Source: an optimization exercise on an open RTL-to-GDS flow (aim: small area, a short achievable clock period and few clock cycles per item). Production flows keep margins and buffers that such runs may drop.
Function was checked by simulation only, so behaviour that the tests miss may differ from the original.
Power is estimated from default activity; no workload was simulated.

## run a
==> flow/design.v (excerpt) <==
module qr_rs_decoder (
  input  wire         clk,
  input  wire         rst,
  input  wire         cmd_valid,
  output wire         cmd_ready,
  input  wire [7:0]   cmd_n,
  input  wire [4:0]   cmd_k,
  input  wire         in_valid,
  output wire         in_ready,
  input  wire [7:0]   in_data,
  output reg          res_valid,
  output reg  [1:0]   res_err,
  output reg  [2:0]   res_sub,
  output reg  [3:0]   res_nerr,
  output wire [119:0] res_eloc,
  output wire [119:0] res_emag
);
Size: about 14000 cells after synthesis, about 1800 flip-flops, about 280 I/O pins, ~0.12 mm^2 of cells after synthesis.
export LEC_CHECK = 0
export CAP_MARGIN = 20
export CORE_MARGIN = 2
export CORE_UTILIZATION = 45
export CTS_CLUSTER_DIAMETER = 80
export CTS_CLUSTER_SIZE = 20
export PLACE_DENSITY = 0.65
export SLEW_MARGIN = 20
create_clock -name core_clock -period 12.0 [get_ports {clk}]
standard.sh (not shown) runs the stock make flow with config.mk's settings and CLKGATE_MAP_FILE= SYNTH_SCRIPT=/design/flow/synth_recipe.tcl, a recipe that flattens the netlist after the stock synthesis.
==> flow/flow/run.sh <==
#!/bin/bash
# The standard layout (standard.sh: the ORFS flow, synthesis unchanged), with
#  - port buffers of buf_4 rather than the resizer's weakest buffer, and
#  - timing repair (after CTS and after global routing) aiming for 8.5 ns of
#    setup slack, i.e. a 3.5 ns register-to-register delay.
# Each tool writes its full log under orfs/logs; the make output goes to standard.log.
set -euo pipefail
export BUFFER_PORTS_ARGS="-buffer_cell sky130_fd_sc_hd__buf_4"
export SETUP_SLACK_MARGIN=8.5
bash standard.sh > standard.log 2>&1
Run a completed every stage of the flow, and the final layout passed the timing, DRC and antenna checks.
Testbench counts of run a, summed over its fixed seeds: cycles 23,072, blocks 240.
Modified inputs, run b compared to run a
-- flow/design.v --
<<< run a, line 149
  reg [4:0]  d, z;
  reg [63:0] sce;        
  reg [7:0]  scn;        
  reg        first, looped;
  reg        c_idle, c_swap, c_norm, c_scale, c_shift;
>>> run b, line 149
  reg [4:0]  d, z;
  reg [63:0] sce;        
  reg        first, looped;
  reg        c_idle, c_swap, c_norm, c_scale, c_shift;
<<< run a, line 288
  end
  wire [7:0] sc_next  = rpq ^ gf_mulx(sce, qpq);
  wire [7:0] sc_sel   = (es == E_TB && c_swap)            ? linv :
                        (es == E_DIV && !ph2)             ? scn  :
                        (es == E_DIV && ph2 && d != 5'd0) ? sct  : 8'h00;
  wire [7:0] rpq_next = rb ^ gf_mulx(sce, qb);
  wire ta_go = hi && (looped || anynz);
>>> run b, line 287
  end
  wire [7:0] sc_next  = rpq ^ gf_mulx(sce, qpq);
  wire [7:0] rpq_next = rb ^ gf_mulx(sce, qb);
  wire ta_go = hi && (looped || anynz);
<<< run a, line 351
    lih  <= gf_inv_a(sct);
    linv <= gf_inv_b(lih);
    scn <= sc_sel;
    sce <= gf_expand(sc_sel);
    if (ld) begin
      n2     <= s1_n;
>>> run b, line 347
    lih  <= gf_inv_a(sct);
    linv <= gf_inv_b(lih);
    if (ld) begin
      n2     <= s1_n;
<<< run a, line 361
      z      <= 5'd0;
      looped <= 1'b0;
      qpq    <= 8'h00;
    end
>>> run b, line 355
      z      <= 5'd0;
      looped <= 1'b0;
      sce    <= 64'd0;
      qpq    <= 8'h00;
    end
<<< run a, line 374
        if (c_norm) z <= z + 5'd1;
        if (c_swap) begin
          rpq    <= qpq;      
          qpq    <= rpq;      
>>> run b, line 369
        if (c_norm) z <= z + 5'd1;
        if (c_swap) begin
          sce    <= gf_expand(linv);
          rpq    <= qpq;      
          qpq    <= rpq;      
<<< run a, line 389
        end else begin
          first <= 1'b0;
          d     <= d - 5'd1;
          if (d != 5'd0) begin
>>> run b, line 385
        end else begin
          first <= 1'b0;
          sce   <= (d != 5'd0) ? gf_expand(sct) : 64'd0;
          d     <= d - 5'd1;
          if (d != 5'd0) begin
<<< run a, line 428
        C_IDLE: if (s3_load) cs <= C_RUN;
        C_RUN:  if (pos == 8'd0 || rcnt_n == {1'b0, degs} ||
                    (pos < 8'd16 && {1'b0, rcnt} + {2'b00, pos[3:0]} + 6'd1 < {2'b00, degs})) cs <= C_FL1;
        C_FL1:  cs <= C_FL2;
        C_FL2:  cs <= s3_load ? C_RUN : C_IDLE;
>>> run b, line 425
        C_IDLE: if (s3_load) cs <= C_RUN;
        C_RUN:  if (pos == 8'd0 || rcnt_n == {1'b0, degs} ||
                    (pos < 8'd16 && {1'b0, rcnt_n} + {2'b00, pos[3:0]} < {2'b00, degs})) cs <= C_FL1;
        C_FL1:  cs <= C_FL2;
        C_FL2:  cs <= s3_load ? C_RUN : C_IDLE;
Notes after the runs:
~same post-synthesis share of cell area spent on full adders, half adders and majority gates in run b and run a. Taking run a as the reference point, the final cell count of run b rises by 269. Summary of run b over run a: core utilization of the finished layout essentially unchanged; sum of met3 wire segment lengths after detailed routing increased 15%. Proportion of power drawn by combinational gates in run b is 5.2 points lower than in run a. Comparing total wirelength of the detailed-routed design for run b and run a, the bigger number came from run b. Taking run a as the reference, in run b sequential logic power did not really move, area of all placed cells without fillers went up by about 1%, fraction of standard cell area that is sequential did not really move, global-route total usage across every layer went up 2.3 points. On sequential element share of the synthesized area, run b and run a are neck and neck. Row routability-driven placement congestion ratio: run b higher / run a lower. Diff run a -> run b: register-to-register slack went down 0.34 ns; number of sequential cells in the layout climbed 35.
Testbench counts of run b, summed over its fixed seeds: cycles 23,061, blocks 240.

## afterwards: timing with drivers on the ports
Ports are ideal in the flow. The routed layouts listed here were re-timed in OpenROAD.
Step 1 sets driving cells, clkbuf_16 on the clock port and buf_2 on the other inputs (assumed; they add their load-dependent delay and slew).
Step 2 adds t to the input delays and takes it off the output delays; t is the mean of the earliest and latest rising clock arrival at the registers after step 1. Input paths then give back, and output paths get back, about the clock's delay inside the block.
a / b / c = ideal ports / drivers / drivers and shift; a / b = the first two.
| run | t (ns) | slack for setup (ns) | clock arrival spread, ns | cell pins on the clock port's net |
|---|---|---|---|---|
| run a | 0.962 | 8.080 / 7.978 / 7.727 | 0.084 / 0.084 | 1 |
| run b | 0.956 | 7.959 / 7.959 / 7.959 | 0.071 / 0.071 | 1 |
After both steps every run listed still meets setup and hold. For run a, which loses most, drivers alone change the setup slack by -0.102 ns; drivers and shift together by -0.353 ns.
